Background: an optimization exercise with open tools, aiming at small area, a short achievable clock period and few clock cycles per item. Do not read the settings as production practice.
Function was checked by simulation only, so behaviour that the tests miss may differ from the original.
Power is estimated from default activity; no workload was simulated.

**flow/config.mk**
```make
export PLATFORM = sky130hd
export DESIGN_NAME = keccak256_core
export DESIGN_NICKNAME = keccak256_core
export VERILOG_FILES = /design/flow/design.v
export SDC_FILE = /design/flow/constraint.sdc
export NUM_CORES = 4
export LEC_CHECK = 0
export CAP_MARGIN = 40
export CORE_MARGIN = 2
export CORE_UTILIZATION = 20
export PLACE_DENSITY = 0.3
export SETUP_SLACK_MARGIN = 1.5
export SLEW_MARGIN = 40
export SYNTH_HIERARCHICAL = 1
export SYNTH_MINIMUM_KEEP_SIZE = 0
```
**flow/constraint.sdc**
```tcl
create_clock -name core_clock -period 5.0 [get_ports {clk}]
set_input_delay 1.0000 -clock core_clock [delete_from_list [all_inputs] [get_ports {clk}]]
set_output_delay 1.0000 -clock core_clock [all_outputs]
set_load 0.01 [all_outputs]
```
**flow/design.v**
```verilog
module k_x2 (
    input  wire a,
    input  wire b,
    output wire y
);
  assign y = a ^ b;
endmodule
module k_ao22 (
    input  wire a1,
    input  wire a2,
    input  wire b1,
    input  wire b2,
    output wire y
);
  assign y = (a1 & a2) | (b1 & b2);
endmodule
module k_nand3b (
    input  wire a_n,
    input  wire b,
    input  wire c,
    output wire y
);
  assign y = ~(~a_n & b & c);
endmodule
module k_and3b (
    input  wire a_n,
    input  wire b,
    input  wire c,
    output wire y
);
  assign y = ~a_n & b & c;
endmodule
module k_nand2 (
    input  wire a,
    input  wire b,
    output wire y
);
  assign y = ~(a & b);
endmodule
module keccak_round (
    input  wire [1599:0] s,
    input  wire [63:0]   rc,
    input  wire [1087:0] m,        
    input  wire          run,      
    input  wire          keep,     
    input  wire          absorb,   
    output wire [1599:0] y
);
  function integer rotl;
    input integer i;
    begin
      case (i)
        0: rotl = 0;
        1: rotl = 1;
        2: rotl = 62;
        3: rotl = 28;
        4: rotl = 27;
        5: rotl = 36;
        6: rotl = 44;
        7: rotl = 6;
        8: rotl = 55;
        9: rotl = 20;
        10: rotl = 3;
        11: rotl = 10;
        12: rotl = 43;
        13: rotl = 25;
        14: rotl = 39;
        15: rotl = 41;
        16: rotl = 45;
        17: rotl = 15;
        18: rotl = 21;
        19: rotl = 8;
        20: rotl = 18;
        21: rotl = 2;
        22: rotl = 61;
        23: rotl = 56;
        24: rotl = 14;
        default: rotl = 0;
      endcase
    end
  endfunction
  function integer pi;
    input integer i;
    begin
      case (i)
        0: pi = 0;
        1: pi = 10;
        2: pi = 20;
        3: pi = 5;
        4: pi = 15;
        5: pi = 16;
        6: pi = 1;
        7: pi = 11;
        8: pi = 21;
        9: pi = 6;
        10: pi = 7;
        11: pi = 17;
        12: pi = 2;
        13: pi = 12;
        14: pi = 22;
        15: pi = 23;
        16: pi = 8;
        17: pi = 18;
        18: pi = 3;
        19: pi = 13;
        20: pi = 14;
        21: pi = 24;
        22: pi = 9;
        23: pi = 19;
        24: pi = 4;
        default: pi = 0;
      endcase
    end
  endfunction
  wire [63:0] c01 [0:4];
  wire [63:0] c014 [0:4];
  wire [63:0] c23 [0:4];
  wire [63:0] c [0:4];
  wire [63:0] d [0:4];
  wire [63:0] t [0:24];
  wire [63:0] b [0:24];
  genvar x, i, z;
  generate
    for (x = 0; x < 5; x = x + 1) begin : g_c
      for (z = 0; z < 64; z = z + 1) begin : g_z
        k_x2 u_01 (.a(s[64*x + z]),      .b(s[64*(x+5) + z]),  .y(c01[x][z]));
        k_x2 u_23 (.a(s[64*(x+10) + z]), .b(s[64*(x+15) + z]), .y(c23[x][z]));
        k_x2 u_4  (.a(c01[x][z]),        .b(s[64*(x+20) + z]), .y(c014[x][z]));
        k_x2 u_c  (.a(c014[x][z]),       .b(c23[x][z]),        .y(c[x][z]));
      end
    end
    for (x = 0; x < 5; x = x + 1) begin : g_d
      for (z = 0; z < 64; z = z + 1) begin : g_z
        k_x2 u_d (.a(c[(x+4) % 5][z]), .b(c[(x+1) % 5][(z+63) % 64]), .y(d[x][z]));
      end
    end
    for (i = 0; i < 25; i = i + 1) begin : g_rhopi
      for (z = 0; z < 64; z = z + 1) begin : g_z
        k_x2 u_t (.a(s[64*i + z]), .b(d[i % 5][z]), .y(t[i][z]));
      end
      if (rotl(i) == 0) begin : g_r0
        assign b[pi(i)] = t[i];
      end else begin : g_r
        assign b[pi(i)] = {t[i][63-rotl(i):0], t[i][63:64-rotl(i)]};
      end
    end
    for (i = 0; i < 25; i = i + 1) begin : g_chi
      for (z = 0; z < 64; z = z + 1) begin : g_z
        wire bb, p, q;
        wire n1 = b[5*(i/5) + ((i % 5) + 1) % 5][z];
        wire n2 = b[5*(i/5) + ((i % 5) + 2) % 5][z];
        if (i == 0 && (z == 0 || z == 1 || z == 3 || z == 7 || z == 15 || z == 31 || z == 63)) begin : g_iota
          k_x2 u_rc (.a(b[i][z]), .b(rc[z]), .y(bb));
        end else begin : g_nb
          assign bb = b[i][z];
        end
        k_ao22 u_p (.a1(run), .a2(bb), .b1(keep), .b2(s[64*i + z]), .y(p));
        if (i < 17) begin : g_rate
          wire qa_n, qb_n;
          k_nand3b u_qa (.a_n(n1), .b(n2), .c(run), .y(qa_n));
          k_nand2  u_qb (.a(absorb), .b(m[64*i + z]), .y(qb_n));
          k_nand2  u_q  (.a(qa_n), .b(qb_n), .y(q));
        end else begin : g_cap
          k_and3b  u_q  (.a_n(n1), .b(n2), .c(run), .y(q));
        end
        k_x2 u_y (.a(p), .b(q), .y(y[64*i + z]));
      end
    end
  endgenerate
endmodule
module keccak256_core (
    input  wire         clk,
    input  wire         rst,
    input  wire         in_valid,
    output wire         in_ready,
    input  wire [63:0]  in_data,
    input  wire         in_last,
    input  wire [2:0]   in_nbytes,
    output reg          out_valid,
    output wire [255:0] out_digest
);
  reg [1599:0] st;           
  reg [1023:0] bf;           
  reg [4:0]    cnt;          
  reg          padding;      
  reg          run;          
  reg          fin_run;      
  reg          fresh;        
  reg [4:0]    round;
  wire full16 = (cnt == 5'd16);
  assign in_ready = ~padding & (~full16 | ~run);
  wire accept = in_valid & in_ready;
  wire absorb = ~run & full16 & (padding | in_valid);
  wire push   = ~full16 & (padding | accept);
  reg [63:0] rc;
  always @(*) begin
    case (round)
      5'd0: rc = 64'h0000000000000001;
      5'd1: rc = 64'h0000000000008082;
      5'd2: rc = 64'h800000000000808a;
      5'd3: rc = 64'h8000000080008000;
      5'd4: rc = 64'h000000000000808b;
      5'd5: rc = 64'h0000000080000001;
      5'd6: rc = 64'h8000000080008081;
      5'd7: rc = 64'h8000000000008009;
      5'd8: rc = 64'h000000000000008a;
      5'd9: rc = 64'h0000000000000088;
      5'd10: rc = 64'h0000000080008009;
      5'd11: rc = 64'h000000008000000a;
      5'd12: rc = 64'h000000008000808b;
      5'd13: rc = 64'h800000000000008b;
      5'd14: rc = 64'h8000000000008089;
      5'd15: rc = 64'h8000000000008003;
      5'd16: rc = 64'h8000000000008002;
      5'd17: rc = 64'h8000000000000080;
      5'd18: rc = 64'h000000000000800a;
      5'd19: rc = 64'h800000008000000a;
      5'd20: rc = 64'h8000000080008081;
      5'd21: rc = 64'h8000000000008080;
      5'd22: rc = 64'h0000000080000001;
      5'd23: rc = 64'h8000000080008008;
      default: rc = 64'h0;
    endcase
  end
  wire [1087:0] m;
  wire [1599:0] st_next;
  keccak_round u_round (.s(st), .rc(rc), .m(m), .run(run), .keep(~run & ~fresh),
                        .absorb(absorb), .y(st_next));
  reg [63:0] lane_in;
  integer k;
  always @(*) begin
    for (k = 0; k < 8; k = k + 1) begin
      if (!in_last || k < in_nbytes)
        lane_in[8*k +: 8] = in_data[63-8*k -: 8];
      else if (k == in_nbytes)
        lane_in[8*k +: 8] = 8'h01;
      else
        lane_in[8*k +: 8] = 8'h00;
    end
  end
  wire [63:0] push_lane = padding ? 64'd0 : lane_in;
  wire        last16 = padding | in_last;
  wire [63:0] lane16 = {push_lane[63:56] ^ {last16, 7'd0}, push_lane[55:0]};
  assign m = {lane16, bf};
  always @(posedge clk) begin
    st <= st_next;
  end
  always @(posedge clk) begin
    if (push)
      bf <= {push_lane, bf[1023:64]};
  end
  genvar i;
  generate
    for (i = 0; i < 32; i = i + 1) begin : g_dig
      assign out_digest[255-8*i -: 8] = st[64*(i/8) + 8*(i%8) +: 8];
    end
  endgenerate
  always @(posedge clk) begin
    if (rst) begin
      cnt       <= 5'd0;
      padding   <= 1'b0;
      run       <= 1'b0;
      fin_run   <= 1'b0;
      fresh     <= 1'b1;
      round     <= 5'd0;
      out_valid <= 1'b0;
    end else begin
      out_valid <= run & (round == 5'd23) & fin_run;
      if (run) begin
        if (round == 5'd23) begin
          run   <= 1'b0;
          round <= 5'd0;
          if (fin_run) fresh <= 1'b1;
        end else begin
          round <= round + 5'd1;
        end
      end else if (absorb) begin
        run     <= 1'b1;
        round   <= 5'd0;
        fin_run <= last16;
        fresh   <= 1'b0;
      end
      if (absorb) begin
        cnt     <= 5'd0;
        padding <= 1'b0;
      end else if (push) begin
        cnt <= cnt + 5'd1;
        if (accept & in_last) padding <= 1'b1;
      end
    end
  end
endmodule
```
**flow/run.sh**
```bash
#!/bin/bash
# synth_recipe.tcl (not shown) runs the flow's synth.tcl, then flattens the netlist and writes it again
# the make line also repeats each setting of config.mk as NAME=value (left out here)
make -C /OpenROAD-flow-scripts/flow DESIGN_CONFIG=/design/flow/config.mk WORK_HOME=/design/flow/orfs CLKGATE_MAP_FILE= SYNTH_SCRIPT=/design/flow/synth_recipe.tcl finish
```
==> flow_metrics.tcl, run 1 <==
set metrics [dict create \
    vias_per_cell 4.672 \
    die-area_sq_mm 0.7246 \
    yosysWarnings 8 \
    powerDensity_mw_per_mm2 274.3 \
    max_freq_ghz 0.2755 \
    grt_pass1_vias 111700 \
    critPathCaptureType "flop" \
    layout_min_cycle_time_ps 3630 \
    cts-htree-levels 5 \
    combPwrFrac 0.014 \
    area_delta_synth_final_pct 32.08 \
    r2r-start "st[410]" \
    min_delay_path_depth 0 \
    wl_per_cell_um 42.83 \
    clockBufferDepth 4 \
    grt-ovfl-total 0 \
    slew_headroom 0.3351 \
    worstSetupPathType "flop to flop" \
    nets 15150 \
    ios 329 \
    critPathArrivalTime_ps 4570 \
    dr.pass1.iters 7 \
    fin_worst_skew_ps 66.48 \
    path_clk_slew_ps 60 \
    grt_max_degree 178 \
    synth_area_sq_mm 0.1436 \
    setup_viol 0 \
    outcome "no timing/DRC/antenna violations" \
    cts_tree "done" \
    drtIter0Drc 14090 \
    post-route-drc-count 0 \
    rows 311 \
    regToRegSetupSlack_ps 1370 \
    synth_cells 13310 \
    rsz0062_at_grt "true" \
    p_sw_frac 0.2488 \
    antenna_found_initial 192 \
    timing.rr.end "st[69]" \
    fin_crit_sh 0.7260 \
    dp.cells 24240 \
    hold_start "bf[373]" \
    holdPathEnd "bf[309]" \
    reg2reg_depth 8 \
    drv_cap 0 \
    synth_area_per_cell_sq_um 10.78 \
    leakage_nw 101.6 \
    final_hold_viol_count 0 \
    drt_wl_total_mm 1075 \
    grt_pass1_wl_mm 1330 \
    vias 117200 \
    clock-sinks 2646 \
    ant_nets 0 \
    max-vdd-ir-drop_v 0.0002870 \
    initial_core_util 0.2004 \
    max_slew.worst_pin.slew_ps 997.3 \
    port_buffers 328 \
    fin_hold_ws_ps 425.2 \
    track_usage 0.2855 \
    required_ps 5940 \
    dp_hpwl_mm 916.2 \
    synth_fp_nets 13390 \
    cts_root_buf "clkbuf_16" \
    die_x_um 851.2 \
    drive_above_1_share 0.1787 \
    pwr-share-seq 0.460 \
    switchingPower_w 0.01294 \
    crit_fanout 5 \
    power_w 0.05201 \
    cp-start-kind "flop" \
    drv_slew 0 \
    p_int_w 0.03907 \
    insertion_delay_ps 1080 \
    hp-class "flop to flop" \
    cts_made_buffers 369 \
    clock_power_share 0.526 \
    final_cells 25090 \
    core_area_sq_mm 0.7164 \
    die_h_um 851.2 \
    cts_hold_buf 0 \
    gp_congestion 0.9682 \
]
## layout by cell type (no fill, tap or decap), types with 10 or more instances in the layout
master and n:
xor2_1 3968, nand2_1 2191, a22o_1 1600, dfxtp_1 1597, buf_4 1206, nand3b_1 1088
edfxtp_1 1024, xor2_2 631, and3b_1 512, clkbuf_16 378, clkdlybuf4s50_1 315, xor2_4 212
diode_2 149, clkbuf_1 121, buf_12 82, clkinv_2 65, and2_1 50, clkinv_1 47
clkbuf_8 39, buf_16 33, dfxtp_2 23, bufinv_16 18, nor3_1 14, inv_1 12
nor2_1 11, ha_1 10, inv_6 10, dlygate4sd2_1 10
## worst max path at each step
stage | slack [ps] | start | to | cells past startpoint
finish | 1370 | st[410] | st[69] | 8
floorplan | -21590 | run | st[0] | 4
global placement | -200 | st[65] | st[108] | 8
global route | 1390 | st[443] | st[641] | 9
detailed placement | 1080 | in_last | st[1024] | 9
CTS | 1410 | st[411] | st[70] | 8
## power groups by stage
stage	Combinational, W	Sequential (W)	Clock [W]
2_1_floorplan	0.000241	0.0244	0
3_3_place_gp	0.000706	0.0244	0
3_5_place_dp	0.000723	0.0244	0
4_1_cts	0.000720	0.0239	0.0279
5_1_grt	0.000737	0.0240	0.0286
6_report	0.000717	0.0239	0.0274
## registers in the layout, summed over array words and instances, names as in the netlist
| name | cells |
|---|---|
| padding | 1 |
| rc | 7 |
| bf | 1024 |
| cnt | 5 |
| st | 1600 |
| run | 1 |
| round | 5 |
| out_valid | 1 |
| fin_run | 1 |
| fresh | 1 |
## layout make-up
cell class / count / area, sq um
repair buffers: 1657 / 14990
multi-input cells: 10380 / 87100
inverters: 15 / 56.30
clock inverters: 153 / 1436
flip-flops and latches: 2646 / 63260
well taps: 9546 / 11940
fillers: 75500 / 526800
diodes: 149 / 372.9
clock buffers: 538 / 10450
## metal layers
layer | routed length [um] | up-vias | global-route usage
met3 | 77000 | 1168 | 0.06378
met5 | 670 | - | 0
li1 | - | 49420 | -
met1 | 469900 | 61660 | 0.3826
met4 | 72360 | 92 | 0.1622
met2 | 454700 | 4869 | 0.4227
## stage by stage
stage	setup TNS (ps)	util	worst slack (ps)	instance area [sq um]
2_1_floorplan	-	-	-21590	143600
3_3_place_gp	-522.5	0.2396	-201.6	171700
3_5_place_dp	0	0.2461	1076	176300
4_1_cts	0	0.2634	1414	188700
5_1_grt	0	0.2642	1393	189300
6_report	0	0.2647	1370	189600
## worst max-delay path, cell delays in order (launching register included)
cell,delay [ps]
dfxtp_1,480
xor2_2,470
xor2_1,210
xor2_1,530
xor2_1,700
xor2_1,650
nand3b_1,200
nand2_1,90
xor2_1,160
## repair_timing
action | 4_1_cts | 5_1_grt
pin swaps | 2 | 1
endpoints found under the setup margin | 179 | 83
gates resized for setup | 92 | 37
setup buffers | 3 | 1
Testbench counts, summed over its fixed seeds: cycles 6,961, bytes 23,704.
==> inputs of run 2 (changes only) <==
--- a/flow/config.mk
+++ b/flow/config.mk
@@ -9,7 +9,6 @@
 export CORE_MARGIN = 2
 export CORE_UTILIZATION = 20
 export PLACE_DENSITY = 0.3
-export SETUP_SLACK_MARGIN = 1.5
 export SLEW_MARGIN = 40
 export SYNTH_HIERARCHICAL = 1
 export SYNTH_MINIMUM_KEEP_SIZE = 0
==> flow_metrics.tcl, run 2 <==
set metrics [dict create \
    critPathArrivalTime_ps 4950 \
    pwr-share-seq 0.460 \
    rows 311 \
    final_hold_viol_count 0 \
    fin_worst_skew_ps 74.16 \
    die-area_sq_mm 0.7246 \
    holdPathEnd "bf[719]" \
    drv_slew 0 \
    utilization 0.2636 \
    clockBufferDepth 4 \
    grt_pass1_wl_mm 1329 \
    synth_area_sq_mm 0.1436 \
    p_int_w 0.03907 \
    drt_wl_total_mm 1075 \
    crit_start "st[532]" \
    drive_above_1_share 0.1727 \
    die_h_um 851.2 \
    cp_slowest_cell "xor2_1" \
    critPathCaptureType "flop" \
    grt-ovfl-total 0 \
    hp-class "flop to flop" \
    required_ps 5880 \
    vias 117700 \
    combPwrFrac 0.014 \
    track_usage 0.2854 \
    final-seq-area_sq_mm 0.06323 \
    path_common_cell "xor2_1" \
    vias_per_cell 4.689 \
    dp.cells 24240 \
    grt_pass1_vias 111600 \
    top_register "st" \
    max-vdd-ir-drop_v 0.0002927 \
    largest_register_ffs 1600 \
    core_area_sq_mm 0.7164 \
    max_slew.worst_pin.slew_ps 1083 \
    finalSetupTns_ps 0 \
    cts_tree "done" \
    regToRegSetupSlack_ps 930 \
    layout_min_cycle_time_ps 4072 \
    worst-path-buf-inv 0 \
    layout_commonest_cell "xor2_1" \
    worstSetupPathType "flop to flop" \
    most-common-layout-cells "4035 x xor2_1, 2191 x nand2_1, 1618 x dfxtp_1, 1600 x a22o_1, 1205 x buf_4" \
    critPathMaxStageDelay_ps 760 \
    cp-start-kind "flop" \
    drv_cap 0 \
    antenna_found_initial 185 \
    wl_per_cell_um 42.82 \
    synth_fp_nets 13390 \
    hold_start "bf[783]" \
    clock-sinks 2646 \
    cts_hold_buf 0 \
    cts-htree-levels 5 \
    reg2reg_depth 7 \
    initial_core_util 0.2004 \
    final_cells 25100 \
    rsz0062_at_grt "false" \
    post-route-drc-count 0 \
    clock_power_share 0.526 \
    max_freq_ghz 0.2456 \
    nets 15150 \
    dr.pass1.iters 6 \
    crit_fanout 5 \
    ios 329 \
    multi_input_area_sq_mm 0.08639 \
    path_clk_slew_ps 60 \
    grt_max_degree 178 \
    place_ws_ps 1076 \
    p_sw_frac 0.2489 \
    timing.rr.end "st[128]" \
    fin_crit_sh 0.8145 \
    synth_area_per_cell_sq_um 10.78 \
    cts_made_buffers 369 \
    min_delay_path_depth 0 \
    drtIter0Drc 14570 \
    synth_cells 13310 \
    slew_headroom 0.2757 \
    cts_resized 0 \
    setup_viol 0 \
    dp_hpwl_mm 916.2 \
    cp_top_family "XOR/XNOR gates" \
    insertion_delay_ps 1080 \
    post_cts_buffers 0 \
    leakage_nw 101.5 \
    area_delta_synth_final_pct 31.54 \
    setup_ws_ps 927.5 \
    die_x_um 851.2 \
    outcome "no timing/DRC/antenna violations" \
    switchingPower_w 0.01295 \
    powerDensity_mw_per_mm2 275.5 \
    cts_root_buf "clkbuf_16" \
    r2r-start "st[532]" \
    ant_nets 0 \
    fill_cells 75600 \
    yosysWarnings 8 \
    cp_cell_sequence "xor2_1 > xor2_1 > xor2_2 > xor2_1 > xor2_1 > a22o_1 > xor2_1" \
    port_buffers 328 \
    gp_congestion 0.9682 \
]
-- run 2: through the flow --
stage	power (W)	hold slack (ps)	instance area (sq um)
after floorplan	0.02465	426.2	143600
after global placement	0.02509	429.3	171700
after detailed placement	0.02510	431.2	176300
after CTS	0.05255	420.5	188200
after global routing	0.05338	442.1	188500
final	0.05202	417.8	188800
-- run 2: power by group through the flow --
stage               Sequential, W  Combinational (W)  Clock (W)
floorplan                  0.0244           0.000241          0
global placement           0.0244           0.000706          0
detailed placement         0.0244           0.000723          0
CTS                        0.0239           0.000720     0.0279
global route               0.0240           0.000736     0.0286
finish                     0.0239           0.000718     0.0274
-- run 2: area by class of cell --
type,count,area share
well taps,9546,0.06325
inverters,15,0.0002982
clock inverters,153,0.007607
flip-flops and latches,2646,0.3348
clock buffers,538,0.05534
repair buffers,1653,0.07903
diodes,164,0.002173
multi-input cells,10380,0.4575
-- run 2: worst max-delay path by stage --
stage               end  cells after the start
6_report        st[128]                      7
3_5_place_dp   st[1024]                      9
4_1_cts         st[128]                      7
2_1_floorplan     st[0]                      4
3_3_place_gp    st[108]                      8
5_1_grt         st[128]                      7
-- run 2: routing by layer --
metal	part of all wire	track usage
met1	0.44	0.3850
met3	0.069	0.05983
met5	0.00048	0
met4	0.065	0.1554
met2	0.43	0.4254
==> inputs of run 3 (changes only) <==
--- a/flow/design.v
+++ b/flow/design.v
@@ -22,13 +22,12 @@
 );
   assign y = ~(~a_n & b & c);
 endmodule
-module k_and3b (
-    input  wire a_n,
+module k_xn2 (
+    input  wire a,
     input  wire b,
-    input  wire c,
-    output wire y
-);
-  assign y = ~a_n & b & c;
+    output wire y
+);
+  assign y = ~(a ^ b);
 endmodule
 module k_nand2 (
     input  wire a,
@@ -146,7 +145,7 @@
     end
     for (i = 0; i < 25; i = i + 1) begin : g_chi
       for (z = 0; z < 64; z = z + 1) begin : g_z
-        wire bb, p, q;
+        wire bb, p;
         wire n1 = b[5*(i/5) + ((i % 5) + 1) % 5][z];
         wire n2 = b[5*(i/5) + ((i % 5) + 2) % 5][z];
         if (i == 0 && (z == 0 || z == 1 || z == 3 || z == 7 || z == 15 || z == 31 || z == 63)) begin : g_iota
@@ -156,14 +155,16 @@
         end
         k_ao22 u_p (.a1(run), .a2(bb), .b1(keep), .b2(s[64*i + z]), .y(p));
         if (i < 17) begin : g_rate
-          wire qa_n, qb_n;
+          wire qa_n, qb_n, q;
           k_nand3b u_qa (.a_n(n1), .b(n2), .c(run), .y(qa_n));
           k_nand2  u_qb (.a(absorb), .b(m[64*i + z]), .y(qb_n));
           k_nand2  u_q  (.a(qa_n), .b(qb_n), .y(q));
+          k_x2     u_y  (.a(p), .b(q), .y(y[64*i + z]));
         end else begin : g_cap
-          k_and3b  u_q  (.a_n(n1), .b(n2), .c(run), .y(q));
+          wire q_n;
+          k_nand3b u_q  (.a_n(n1), .b(n2), .c(run), .y(q_n));
+          k_xn2    u_y  (.a(p), .b(q_n), .y(y[64*i + z]));
         end
-        k_x2 u_y (.a(p), .b(q), .y(y[64*i + z]));
       end
     end
   endgenerate
@@ -187,8 +188,9 @@
   reg          fin_run;      
   reg          fresh;        
   reg [4:0]    round;
+  reg          in_ready_r;   
   wire full16 = (cnt == 5'd16);
-  assign in_ready = ~padding & (~full16 | ~run);
+  assign in_ready = in_ready_r;
   wire accept = in_valid & in_ready;
   wire absorb = ~run & full16 & (padding | in_valid);
   wire push   = ~full16 & (padding | accept);
@@ -255,6 +257,12 @@
       assign out_digest[255-8*i -: 8] = st[64*(i/8) + 8*(i%8) +: 8];
     end
   endgenerate
+  wire       run_n = ~rst & (run ? (round != 5'd23) : absorb);
+  wire [4:0] cnt_n = (rst | absorb) ? 5'd0 : push ? cnt + 5'd1 : cnt;
+  wire       pad_n = ~rst & ~absorb & (padding | (push & accept & in_last));
+  always @(posedge clk) begin
+    in_ready_r <= ~pad_n & ((cnt_n != 5'd16) | ~run_n);
+  end
   always @(posedge clk) begin
     if (rst) begin
       cnt       <= 5'd0;
--- a/flow/config.mk
+++ b/flow/config.mk
@@ -9,6 +9,7 @@
 export CORE_MARGIN = 2
 export CORE_UTILIZATION = 20
 export PLACE_DENSITY = 0.3
+export SETUP_SLACK_MARGIN = 2.0
 export SLEW_MARGIN = 40
 export SYNTH_HIERARCHICAL = 1
 export SYNTH_MINIMUM_KEEP_SIZE = 0
==> flow_metrics.tcl, run 3 <==
set metrics [dict create \
    port_buffers 328 \
    path_common_cell "xor2_1" \
    clock-sinks 2647 \
    rsz0062_at_grt "true" \
    cp_slowest_cell "dfxtp_1" \
    top_register "st" \
    area_delta_synth_final_pct 42.62 \
    final_hold_viol_count 0 \
    layout_commonest_cell "xor2_1" \
    grt-ovfl-total 0 \
    largest_register_ffs 1600 \
    max_freq_ghz 0.3233 \
    synth_cells 13310 \
    placed_area_sq_mm 0.1752 \
    synth_area_sq_mm 0.1430 \
    path_clk_slew_ps 60 \
    fin_crit_sh 0.6187 \
    wl_per_cell_um 41.17 \
    max_slew.worst_pin.slew_ps 1007 \
    yosysWarnings 8 \
    dr.pass1.iters 8 \
    die_x_um 849.6 \
    vias 117500 \
    post-route-drc-count 0 \
    cts-htree-levels 5 \
    rows 310 \
    vias_per_cell 4.641 \
    drv_slew 0 \
    die-area_sq_mm 0.7218 \
    finalSetupTns_ps 0 \
    drt_wl_total_mm 1042 \
    cts_made_buffers 369 \
    insertion_delay_ps 1080 \
    die_h_um 849.6 \
    place_ws_ps 824.3 \
    hp-class "flop to flop" \
    grt_pass1_vias 111200 \
    cts_tree "done" \
    final_cells 25310 \
    leakage_nw 98.42 \
    fin_worst_skew_ps 78.19 \
    final_cell_area_sq_mm 0.2040 \
    powerDensity_mw_per_mm2 261.5 \
    max-vdd-ir-drop_v 0.0003049 \
    core_area_sq_mm 0.7125 \
    cts_root_buf "clkbuf_16" \
    drive_above_1_share 0.2472 \
    critPathArrivalTime_ps 4070 \
    synth_fp_nets 13390 \
    layout_min_cycle_time_ps 3093 \
    dp.cells 24010 \
    fin_hold_ws_ps 415.2 \
    grt_max_degree 185 \
    antenna_found_initial 184 \
    outcome "no timing/DRC/antenna violations" \
    drv_cap 0 \
    ios 329 \
    crit_fanout 5 \
    ant_nets 0 \
    required_ps 5980 \
    most-common-layout-cells "2802 x xor2_1, 2187 x nand2_1, 1601 x nand3b_1, 1600 x a22o_1, 1405 x dfxtp_1" \
    track_usage 0.2767 \
    clockBufferDepth 4 \
    critPathMaxStageDelay_ps 630 \
    dp_hpwl_mm 875.1 \
    drtIter0Drc 13980 \
    cp_cell_sequence "xor2_1 > xor2_2 > xor2_1 > buf_4 > xor2_4 > a22o_1 > xor2_1" \
    cp-start-kind "flop" \
    nets 15400 \
    critPathCaptureType "flop" \
    fill_cells 74270 \
    initial_core_util 0.2007 \
    worstSetupPathType "flop to flop" \
    synth_area_per_cell_sq_um 10.74 \
    gp_congestion 0.9807 \
    setup_ws_ps 1907 \
    grt_pass1_wl_mm 1294 \
    setup_viol 0 \
    slew_headroom 0.3286 \
]
## run 3: worst paths after layout
check | end | startpoint | cells past startpoint | slack (ps)
max | st[986] | st[1215] | 7 | 1910
min | bf[163] | bf[227] | 0 | 420
max reg2reg | st[986] | st[1215] | 7 | 1910
min reg2reg | bf[163] | bf[227] | 0 | 420
## run 3: worst max-delay path: cells and delay by family (launching register included)
kind	cells	cell delay, ps
flip-flops	1	630
buffers and inverters	1	330
AO/OA/AOI/OAI	1	260
XOR/XNOR	5	1740
## run 3: area by class of cell
| type | instances | area [sq um] | area share |
|---|---|---|---|
| Antenna cell | 160 | 400.4 | 0.001963 |
| Clock buffer | 519 | 10390 | 0.05094 |
| Clock inverter | 172 | 1739 | 0.008527 |
| Inverter | 12 | 71.32 | 0.0003497 |
| Multi-Input combinational cell | 10390 | 95980 | 0.4706 |
| Sequential cell | 2647 | 63820 | 0.3129 |
| Tap cell | 9516 | 11910 | 0.05838 |
| Timing Repair Buffer | 1899 | 19650 | 0.09634 |
## run 3: stage by stage
| stage | power (W) | utilization |
|---|---|---|
| after floorplan | 0.02563 | - |
| after global placement | 0.02609 | 0.2378 |
| after detailed placement | 0.02609 | 0.2459 |
| after CTS | 0.05385 | 0.2787 |
| after global routing | 0.05470 | 0.2859 |
| final | 0.05335 | 0.2862 |
## run 3: per-layer routing
metal	track usage	up-vias	wire, um
met5	0	-	474
met4	0.1365	66	65000
met3	0.05566	1050	75260
met2	0.4203	4575	448900
met1	0.3738	62390	452400
li1	-	49390	-
## run 3: power by group
group	leakage (nW)	internal (W)	switching [W]	total, W
clock network	5.94	0.0159	0.0118	0.0278
registers	23.3	0.0238	0.000674	0.0245
logic	69.2	0.000277	0.000780	0.00106
## run 3: timing repair
action,CTS,global route
gates cloned,0,5
gates resized for setup,1580,260
hold buffers,0,0
setup endpoints to repair,1830,860
setup buffers,223,213
pin swaps,143,82
Testbench counts of run 3, summed over its fixed seeds: cycles 6,961, bytes 23,704.
==> inputs of run 4 (changes only) <==
--- a/flow/config.mk
+++ b/flow/config.mk
@@ -8,6 +8,8 @@
 export CAP_MARGIN = 40
 export CORE_MARGIN = 2
 export CORE_UTILIZATION = 20
+export CTS_CLUSTER_DIAMETER = 120
+export CTS_CLUSTER_SIZE = 24
 export PLACE_DENSITY = 0.3
 export SETUP_SLACK_MARGIN = 2.0
 export SLEW_MARGIN = 40
==> flow_metrics.tcl, run 4 <==
set metrics [dict create \
    finalSetupTns_ps 0 \
    grt_pass1_wl_mm 1286 \
    rsz0062_at_grt "true" \
    fill_cells 74650 \
    layout_min_cycle_time_ps 3120 \
    antenna_found_initial 202 \
    track_usage 0.2759 \
    vias 115900 \
    final_hold_viol_count 0 \
    hp-class "flop to flop" \
    critPathCaptureType "flop" \
    leakage_nw 95.29 \
    yosysWarnings 8 \
    grt_max_degree 185 \
    ant_nets 0 \
    drt_wl_total_mm 1037 \
    drv_slew 0 \
    powerDensity_mw_per_mm2 214.7 \
    cts_made_buffers 158 \
    area_delta_synth_final_pct 38.20 \
    ios 329 \
    gr-usage-met1 0.3753 \
    drtIter0Drc 13780 \
    largest_register_ffs 1600 \
    grt-ovfl-total 0 \
    slew_headroom 0.3387 \
    clockBufferDepth 4 \
    timing.rr.end "st[986]" \
    path_clk_slew_ps 120 \
    synth_fp_nets 13390 \
    hold_start "bf[457]" \
    wl_per_cell_um 41.59 \
    dr.pass1.iters 6 \
    dp_hpwl_mm 875.1 \
    crit_fanout 5 \
    fin_crit_sh 0.6240 \
    multi_input_area_sq_mm 0.09622 \
    insertion_delay_ps 1060 \
    die_h_um 849.6 \
    min_delay_path_depth 0 \
    cts_tree "done" \
    busiest_layer "met2" \
    grt_util_met2 0.4216 \
    max_freq_ghz 0.3205 \
    fin_worst_skew_ps 91.52 \
    die_x_um 849.6 \
    critPathArrivalTime_ps 4090 \
    nets 15230 \
    vias_per_cell 4.650 \
    grt_pass1_vias 108900 \
    drv_cap 0 \
    layout_commonest_cell "xor2_1" \
    core_area_sq_mm 0.7125 \
    reg2reg_depth 7 \
    regToRegSetupSlack_ps 1880 \
    rows 310 \
    max_slew.worst_pin.slew_ps 988.5 \
    setup_viol 0 \
    outcome "no timing/DRC/antenna violations" \
    cts_root_buf "clkbuf_16" \
    power_w 0.04244 \
    post-route-drc-count 0 \
    cts-htree-levels 4 \
    drive_above_1_share 0.2407 \
    worstSetupPathType "flop to flop" \
    gp_congestion 0.9807 \
    final-seq-area_sq_mm 0.06392 \
    cp-start-kind "flop" \
    top_register "st" \
    max-vdd-ir-drop_v 0.0002666 \
    grt_use_met3 0.05141 \
    port_buffers 328 \
    cts_hold_buf 0 \
    required_ps 5970 \
    synth_cells 13310 \
    clock-sinks 2647 \
    synth_area_per_cell_sq_um 10.74 \
    holdPathEnd "bf[393]" \
    initial_core_util 0.2007 \
    r2r-start "st[1215]" \
    most-common-layout-cells "2784 x xor2_1, 2187 x nand2_1, 1601 x nand3b_1, 1600 x a22o_1, 1372 x dfxtp_1" \
    synth_area_sq_mm 0.1430 \
    die-area_sq_mm 0.7218 \
]
run 4: cell type report:
type / count / share of cell area
diodes: 142 / 0.001798
flip-flops and latches: 2647 / 0.3234
repair buffers: 1939 / 0.09994
inverters: 12 / 0.0003609
multi-input cells: 10390 / 0.4868
clock inverters: 90 / 0.005388
clock buffers: 199 / 0.02201
well taps: 9516 / 0.06024
run 4: worst max-delay path by stage:
| stage | startpoint | endpoint | cells past startpoint |
|---|---|---|---|
| after floorplan | run | st[1088] | 4 |
| after global placement | st[354] | st[14] | 8 |
| after detailed placement | in_valid | rc[1] | 10 |
| after CTS | st[516] | st[176] | 7 |
| after global routing | st[338] | st[161] | 9 |
| final | st[1215] | st[986] | 7 |
run 4: per-layer routing:
metal | vias to the layer above | routed length, um
li1 | 48740 | -
met4 | 76 | 60790
met5 | - | 578
met1 | 61690 | 454200
met2 | 4561 | 450900
met3 | 867 | 70460
run 4: what timing repair did:
item | in CTS | in global routing
resized for setup | 1603 | 267
pin swaps | 155 | 71
endpoints found under the setup margin | 1832 | 846
gates cloned | 0 | 4
setup buffers | 306 | 173
run 4: stage by stage:
stage	util	hold slack (ps)	setup slack (ps)	area, sq um	std cells
after floorplan	-	426.2	-22100	143000	13310
final	0.2774	410.3	1880	197600	24930
after global routing	0.2771	429.5	1933	197400	24840
after detailed placement	0.2459	431.2	824.3	175200	24010
after CTS	0.2710	409.0	1800	193100	24610
after global placement	0.2378	427.9	500.4	169400	23960
run 4: critical path, cell delays in order (launching register included):
cell and delay, ps:
dfxtp_1 640, xor2_1 400, xor2_2 450, xor2_1 180, buf_4 320, xor2_4 590
a22o_1 270, xor2_1 160
run 4: power by group:
group	internal [W]	switching (W)
Combinational	0.000277	0.000779
Clock	0.00696	0.00996
Sequential	0.0238	0.000672
Total	0.0310	0.0114
==> inputs of run 5 (changes only) <==
--- a/flow/config.mk
+++ b/flow/config.mk
@@ -8,8 +8,8 @@
 export CAP_MARGIN = 40
 export CORE_MARGIN = 2
 export CORE_UTILIZATION = 20
-export CTS_CLUSTER_DIAMETER = 120
-export CTS_CLUSTER_SIZE = 24
+export CTS_CLUSTER_DIAMETER = 80
+export CTS_CLUSTER_SIZE = 20
 export PLACE_DENSITY = 0.3
 export SETUP_SLACK_MARGIN = 2.0
 export SLEW_MARGIN = 40
==> flow_metrics.tcl, run 5 <==
set metrics [dict create \
    layout_commonest_cell "xor2_1" \
    critPathArrivalTime_ps 3990 \
    grt_pass1_vias 110400 \
    slew_headroom 0.3496 \
    initial_core_util 0.2007 \
    final_cells 25170 \
    cp_top_family "XOR/XNOR gates" \
    setup_viol 0 \
    die_x_um 849.6 \
    dp_hpwl_mm 875.1 \
    p_sw_frac 0.2718 \
    min_delay_path_depth 0 \
    most-common-layout-cells "2800 x xor2_1, 2187 x nand2_1, 1601 x nand3b_1, 1600 x a22o_1, 1399 x dfxtp_1" \
    final_hold_viol_count 0 \
    gp_congestion 0.9807 \
    reg2reg_depth 9 \
    powerDensity_mw_per_mm2 249.8 \
    die-area_sq_mm 0.7218 \
    rows 310 \
    critPathCaptureType "flop" \
    cts_root_buf "clkbuf_16" \
    final_cell_area_sq_mm 0.2023 \
    switchingPower_w 0.01374 \
    place_ws_ps 824.3 \
    max-vdd-ir-drop_v 0.0002797 \
    track_usage 0.2767 \
    max_slew.worst_pin.slew_ps 975.6 \
    synth_area_sq_mm 0.1430 \
    post-route-drc-count 0 \
    hold_start "bf[863]" \
    holdPathEnd "bf[799]" \
    crit_fanout 3 \
    cts-htree-levels 5 \
    ant_nets 0 \
    die_h_um 849.6 \
    placed_area_sq_mm 0.1752 \
    outcome "no timing/DRC/antenna violations" \
    clockBufferDepth 4 \
    fill_cells 74290 \
    drv_slew 0 \
    dp.cells 24010 \
    rsz0062_at_grt "true" \
    drive_above_1_share 0.2492 \
    path_clk_slew_ps 80 \
    hp-class "flop to flop" \
    cp_slowest_cell "dfxtp_1" \
    insertion_delay_ps 1070 \
    pwr-share-seq 0.484 \
    p_int_w 0.03680 \
    vias 117000 \
    grt_pass1_wl_mm 1293 \
    worst-path-buf-inv 2 \
    grt_max_degree 185 \
    setup_ws_ps 1922 \
    yosysWarnings 8 \
    path_common_cell "xor2_2" \
    fin_crit_sh 0.6156 \
    combPwrFrac 0.021 \
    dr.pass1.iters 6 \
    core_area_sq_mm 0.7125 \
    required_ps 5920 \
    ios 329 \
    cp-start-kind "flop" \
    fin_worst_skew_ps 91.82 \
    timing.rr.end "st[678]" \
    cts_made_buffers 298 \
    drtIter0Drc 13760 \
    drv_cap 0 \
    clock-sinks 2647 \
    r2r-start "st[1183]" \
    max_freq_ghz 0.3249 \
    wl_per_cell_um 41.29 \
    cp_cell_sequence "xor2_1 > xor2_2 > xor2_2 > buf_4 > xor2_2 > buf_4 > nand3b_1 > nand2_1 > xor2_1" \
    worstSetupPathType "flop to flop" \
    port_buffers 328 \
    layout_min_cycle_time_ps 3078 \
    cts_hold_buf 0 \
    drt_wl_total_mm 1039 \
    cts_tree "done" \
    clock_power_share 0.495 \
    critPathMaxStageDelay_ps 720 \
    antenna_found_initial 201 \
    synth_cells 13310 \
    vias_per_cell 4.648 \
    area_delta_synth_final_pct 41.46 \
    top_register "st" \
    grt-ovfl-total 0 \
    largest_register_ffs 1600 \
    regToRegSetupSlack_ps 1920 \
    synth_fp_nets 13390 \
    finalSetupTns_ps 0 \
    nets 15310 \
    leakage_nw 97.47 \
    synth_area_per_cell_sq_um 10.74 \
]
## run 5: layout make-up
class                      instances  area [sq um]  area share
multi-input combinational      10390         96130      0.4752
sequential                      2647         63850      0.3156
timing repair buffer            1883         19480     0.09628
tap                             9516         11910     0.05886
clock buffer                     338          7974     0.03942
clock inverter                   217          2466     0.01219
antenna                          169         422.9    0.002091
inverter                          12         71.32   0.0003525
## run 5: power groups by stage
stage          registers [W]  clock network [W]  logic [W]
6_report              0.0245             0.0250    0.00106
5_1_grt               0.0246             0.0261    0.00110
4_1_cts               0.0245             0.0255    0.00106
3_5_place_dp          0.0250                  0    0.00107
3_3_place_gp          0.0250                  0    0.00105
2_1_floorplan         0.0253                  0   0.000362
## run 5: worst max path at each step
stage	startpoint	endpoint	cells after the start
2_1_floorplan	run	st[1088]	4
3_3_place_gp	st[354]	st[14]	8
3_5_place_dp	in_valid	rc[1]	10
4_1_cts	st[516]	st[176]	7
5_1_grt	st[353]	st[176]	11
6_report	st[1183]	st[678]	9
## run 5: worst register-to-register path: cells and delay by family (launching register included)
family | cells | cell delay (ps)
buffers and inverters | 2 | 580
AND/OR/NAND/NOR | 2 | 240
XOR/XNOR | 5 | 1410
flip-flops | 1 | 720
## run 5: per-stage QoR
stage                     hold WS (ps)    util  power (W)
after floorplan                  426.2       -    0.02563
after global placement           427.9  0.2378    0.02609
after detailed placement         431.2  0.2459    0.02609
after CTS                        400.5  0.2770    0.05104
after global routing             430.4  0.2836    0.05184
final                            416.7  0.2839    0.05053
## run 5: repair_timing
action	in CTS	in global routing
pin swaps	148	67
hold endpoints to repair	0	0
cloned	0	4
setup endpoints to repair	1831	832
buffers inserted	235	186
gates resized for setup	1602	255
## run 5: routing by layer
metal  part of all wire  GRT usage
met1               0.44     0.3718
met2               0.43     0.4134
met3              0.071    0.05915
met4              0.067     0.1507
met5            0.00053          0
==> inputs of run 6 (changes only) <==
--- a/flow/config.mk
+++ b/flow/config.mk
@@ -9,7 +9,7 @@
 export CORE_MARGIN = 2
 export CORE_UTILIZATION = 20
 export CTS_CLUSTER_DIAMETER = 80
-export CTS_CLUSTER_SIZE = 20
+export CTS_CLUSTER_SIZE = 16
 export PLACE_DENSITY = 0.3
 export SETUP_SLACK_MARGIN = 2.0
 export SLEW_MARGIN = 40
==> flow_metrics.tcl, run 6 <==
set metrics [dict create \
    outcome "no timing/DRC/antenna violations" \
    fin_worst_skew_ps 77.79 \
    post-route-drc-count 0 \
    vias 117100 \
    yosysWarnings 8 \
    dr.pass1.iters 8 \
    max_freq_ghz 0.3247 \
    max_slew.worst_pin.slew_ps 1016 \
    fill_cells 74330 \
    layout_commonest_cell "xor2_1" \
    powerDensity_mw_per_mm2 252.1 \
    power_w 0.05093 \
    required_ps 5920 \
    drive_above_1_share 0.2501 \
    core_area_sq_mm 0.7125 \
    cp-start-kind "flop" \
    initial_core_util 0.2007 \
    drv_slew 0 \
    gp_congestion 0.9807 \
    final_hold_viol_count 0 \
    cts_root_buf "clkbuf_16" \
    antenna_found_initial 200 \
    final_cells 25150 \
    synth_fp_nets 13390 \
    vias_per_cell 4.656 \
    die-area_sq_mm 0.7218 \
    fin_crit_sh 0.6160 \
    slew_headroom 0.3224 \
    area_delta_synth_final_pct 41.29 \
    rsz0062_at_grt "true" \
    grt-ovfl-total 0 \
    critPathMaxStageDelay_ps 620 \
    ant_nets 0 \
    max-vdd-ir-drop_v 0.0002521 \
    most-common-layout-cells "2799 x xor2_1, 2187 x nand2_1, 1601 x nand3b_1, 1600 x a22o_1, 1395 x dfxtp_1" \
    wl_per_cell_um 41.36 \
    dp_hpwl_mm 875.1 \
    crit_fanout 5 \
    setup_viol 0 \
    path_clk_slew_ps 80 \
    largest_register_ffs 1600 \
    rows 310 \
    final_cell_area_sq_mm 0.2021 \
    placed_area_sq_mm 0.1752 \
    worstSetupPathType "flop to flop" \
    layout_min_cycle_time_ps 3080 \
    synth_area_per_cell_sq_um 10.74 \
    grt_pass1_vias 110300 \
    cts-htree-levels 5 \
    hp-class "flop to flop" \
    die_h_um 849.6 \
    finalSetupTns_ps 0 \
    die_x_um 849.6 \
    grt_max_degree 185 \
    ios 329 \
    cp_cell_sequence "xor2_1 > xor2_1 > xor2_2 > xor2_1 > buf_4 > xor2_4 > nand3b_1 > nand2_1 > xor2_1" \
    drt_wl_total_mm 1040 \
    insertion_delay_ps 1060 \
    critPathArrivalTime_ps 4000 \
    path_common_cell "xor2_1" \
    dp.cells 24010 \
    synth_cells 13310 \
    nets 15320 \
    port_buffers 328 \
    cts_tree "done" \
    cts_hold_buf 0 \
    synth_area_sq_mm 0.1430 \
    drv_cap 0 \
    utilization 0.2836 \
    grt_pass1_wl_mm 1291 \
    clockBufferDepth 4 \
    cp_slowest_cell "xor2_4" \
    drtIter0Drc 13970 \
    leakage_nw 97.54 \
    top_register "st" \
    reg2reg_depth 9 \
    cts_made_buffers 302 \
    track_usage 0.2766 \
    clock-sinks 2647 \
    min_delay_path_depth 0 \
    critPathCaptureType "flop" \
]
==> run 6: worst max-delay path, delay by kind of cell, from the launching register on <==
family	cells	cell delay [ps]
AND/OR/NAND/NOR	2	270
flip-flops	1	520
buffers and inverters	1	240
XOR/XNOR	6	1880
==> run 6: what timing repair did <==
| action | 4_1_cts | 5_1_grt |
|---|---|---|
| setup buffers | 240 | 190 |
| pin swaps | 151 | 85 |
| resized for setup | 1576 | 262 |
| cloned | 0 | 4 |
| setup endpoints to repair | 1832 | 808 |
==> run 6: per-stage QoR <==
step                setup WS [ps]  hold slack [ps]
floorplan                  -22100            426.2
global placement            500.4            427.9
detailed placement          824.3            431.2
CTS                          1762            400.1
global route                 1904            430.3
finish                       1920            408.8
==> run 6: cell type report <==
class / count / area [sq um] / share of cell area
diodes: 135 / 337.8 / 0.001672
flip-flops and latches: 2647 / 63840 / 0.3160
repair buffers: 1892 / 19370 / 0.09587
clock buffers: 344 / 8059 / 0.03988
clock inverters: 217 / 2502 / 0.01238
inverters: 12 / 71.32 / 0.0003530
multi-input cells: 10390 / 95970 / 0.4749
well taps: 9516 / 11910 / 0.05892
==> run 6: power breakdown <==
group / switching, W / internal (W)
logic: 0.000779 / 0.000277
clock network: 0.0122 / 0.0132
registers: 0.000674 / 0.0238
total: 0.0137 / 0.0372
==> run 6: path summary, 6_finish.rpt <==
| path | slack (ps) | start | end |
|---|---|---|---|
| worst max-delay path | 1920 | st[532] | st[226] |
| worst min-delay path | 410 | bf[94] | bf[30] |
| worst max register to register | 1920 | st[532] | st[226] |
| worst min register to register | 410 | bf[94] | bf[30] |
==> run 6: layer usage <==
layer,share of wire,track usage,vias up
met1,0.44,0.3746,62290
li1,-,-,49150
met5,0.00052,0,-
met2,0.43,0.4197,4599
met3,0.067,0.05422,993
met4,0.060,0.1371,72
==> inputs of run 7 (changes only) <==
--- a/flow/config.mk
+++ b/flow/config.mk
@@ -7,10 +7,8 @@
 export LEC_CHECK = 0
 export CAP_MARGIN = 40
 export CORE_MARGIN = 2
-export CORE_UTILIZATION = 20
-export CTS_CLUSTER_DIAMETER = 80
-export CTS_CLUSTER_SIZE = 16
-export PLACE_DENSITY = 0.3
+export CORE_UTILIZATION = 30
+export PLACE_DENSITY = 0.45
 export SETUP_SLACK_MARGIN = 2.0
 export SLEW_MARGIN = 40
 export SYNTH_HIERARCHICAL = 1
==> flow_metrics.tcl, run 7 <==
set metrics [dict create \
    antenna_found_initial 160 \
    ios 329 \
    vias_per_cell 5.500 \
    rows 253 \
    power_w 0.05115 \
    synth_cells 13310 \
    rsz0062_at_grt "true" \
    core_area_sq_mm 0.4748 \
    track_usage 0.3632 \
    max_freq_ghz 0.3199 \
    worst-path-stages 7 \
    setup_viol 0 \
    dp_hpwl_mm 749.8 \
    slew_headroom 0.3287 \
    final_hold_viol_count 0 \
    worst-path-buf-inv 0 \
    insertion_delay_ps 1040 \
    cp-start-kind "flop" \
    drv_slew 0 \
    final-seq-area_sq_mm 0.06381 \
    outcome "no timing/DRC/antenna violations" \
    final_cells 21650 \
    fin_worst_skew_ps 61.86 \
    clockBufferDepth 4 \
    critPathCaptureType "flop" \
    grt_pass1_vias 107000 \
    reg2reg_depth 7 \
    critPathArrivalTime_ps 4030 \
    yosysWarnings 8 \
    fin_crit_sh 0.6251 \
    grt-ovfl-total 0 \
    area_delta_synth_final_pct 36.21 \
    drive_above_1_share 0.2283 \
    post-route-drc-count 0 \
    dr.pass1.iters 6 \
    hp-class "flop to flop" \
    clock-sinks 2647 \
    die-area_sq_mm 0.4822 \
    max-vdd-ir-drop_v 0.0002771 \
    drv_cap 0 \
    max_slew.worst_pin.slew_ps 1007 \
    cts_tree "done" \
    cp_top_family "XOR/XNOR gates" \
    setup_ws_ps 1874 \
    die_h_um 694.4 \
    grt_pass1_wl_mm 1140 \
    fill_cells 45710 \
    powerDensity_mw_per_mm2 262.6 \
    critPathMaxStageDelay_ps 680 \
    drtIter0Drc 17340 \
    largest_register_ffs 1600 \
    cts_hold_buf 0 \
    fin_hold_ws_ps 421.5 \
    grt_max_degree 208 \
    leakage_nw 95.94 \
    cp_slowest_cell "xor2_4" \
    crit_fanout 5 \
    cp_cell_sequence "xor2_1 > xor2_1 > xor2_2 > xor2_4 > xor2_4 > nand3b_1 > xnor2_1" \
    most-common-layout-cells "2833 x xor2_1, 2187 x nand2_1, 1601 x nand3b_1, 1600 x a22o_1, 1403 x dfxtp_1" \
    cts_root_buf "clkbuf_16" \
    path_clk_slew_ps 60 \
    initial_core_util 0.3012 \
    ant_nets 0 \
    layout_commonest_cell "xor2_1" \
    synth_fp_nets 13390 \
    synth_area_sq_mm 0.1430 \
    synth_area_per_cell_sq_um 10.74 \
    place_ws_ps 817.9 \
    multi_input_area_sq_mm 0.09558 \
    min_delay_path_depth 0 \
    cts_made_buffers 337 \
    finalSetupTns_ps 0 \
    required_ps 5900 \
    top_register "st" \
    vias 119000 \
    nets 15060 \
    wl_per_cell_um 42.01 \
    worstSetupPathType "flop to flop" \
    cts-htree-levels 5 \
    die_x_um 694.4 \
    dp.cells 20500 \
    drt_wl_total_mm 909.3 \
    port_buffers 328 \
    layout_min_cycle_time_ps 3126 \
    gp_congestion 1.072 \
]
run 7: final timing paths:
path | startpoint | end | slack [ps]
hold / removal | bf[861] | bf[797] | 420
hold reg to reg | bf[861] | bf[797] | 420
setup reg to reg | st[458] | st[1537] | 1870
setup / recovery | st[458] | st[1537] | 1870
run 7: routing by layer:
layer,track usage,vias to the layer above,part of all wire
met5,0,-,0.00059
met4,0.2794,68,0.092
met3,0.1148,1538,0.11
met2,0.4947,7038,0.40
met1,0.4738,61710,0.40
li1,-,48680,-
run 7: final cells by class:
cell class / count / area share
multi-input combinational: 10390 / 0.4907
sequential: 2647 / 0.3276
timing repair buffer: 1591 / 0.08183
clock buffer: 472 / 0.04939
tap: 6247 / 0.04013
clock inverter: 156 / 0.008261
antenna: 132 / 0.001696
inverter: 12 / 0.0003661
timing repair inverter: 1 / 0.00005781
run 7: power breakdown:
part | leakage (nW) | switching (W) | internal (W) | total (W)
clock network | 5.49 | 0.0111 | 0.0146 | 0.0257
logic | 67.1 | 0.000714 | 0.000223 | 0.000937
registers | 23.3 | 0.000656 | 0.0238 | 0.0245
total | 95.9 | 0.0125 | 0.0387 | 0.0512
run 7: repair_timing:
item | in CTS | in global routing
resized for setup | 1619 | 216
gates cloned | 1 | 4
pin swaps | 138 | 96
setup endpoints to repair | 1838 | 835
setup buffers | 181 | 188
endpoints found under the hold margin | 0 | 0
run 7: metrics by stage:
step,utilization,instance area [sq um]
after floorplan,-,143000
after global placement,0.3421,162400
after detailed placement,0.3516,166900
after CTS,0.3999,189900
after global routing,0.4096,194500
final,0.4102,194800

separate check: timing with driven ports:
Ports are ideal in the flow. The routed layouts listed here were re-timed in OpenROAD. Step 1: set_driving_cell puts a clkbuf_16 on clk and a buf_2 on each other input, an assumption about the parent block. Step 2 also shifts input and output timing later by t, the mid clock arrival at the registers, as if the neighbouring blocks saw the same clock. a / b / c = ideal / step 1 / step 2; a / b = the first two.
run | shift t [ns] | setup slack, ns | slew at the worst register clock pin (ns) | worst data-port slew with drivers (ns)
run 1 | 1.200 | 1.370 / 1.370 / 0.981 | 0.07 / 0.07 | 0.06
run 2 | 1.200 | 0.928 / 0.928 / 0.928 | 0.07 / 0.07 | 0.06
run 3 | 1.180 | 1.907 / 1.874 / 1.241 | 0.07 / 0.07 | 0.04
run 4 | 1.143 | 1.880 / 1.880 / 1.132 | 0.12 / 0.12 | 0.04
run 5 | 1.158 | 1.922 / 1.916 / 1.173 | 0.09 / 0.09 | 0.04
run 6 | 1.162 | 1.920 / 1.916 / 1.228 | 0.09 / 0.09 | 0.04
run 7 | 1.139 | 1.874 / 1.874 / 1.070 | 0.07 / 0.07 | 0.04
After both steps setup and hold are still met in every run listed. For run 7, which loses most, drivers alone change the setup slack by 0.000 ns; drivers and shift together by -0.804 ns.
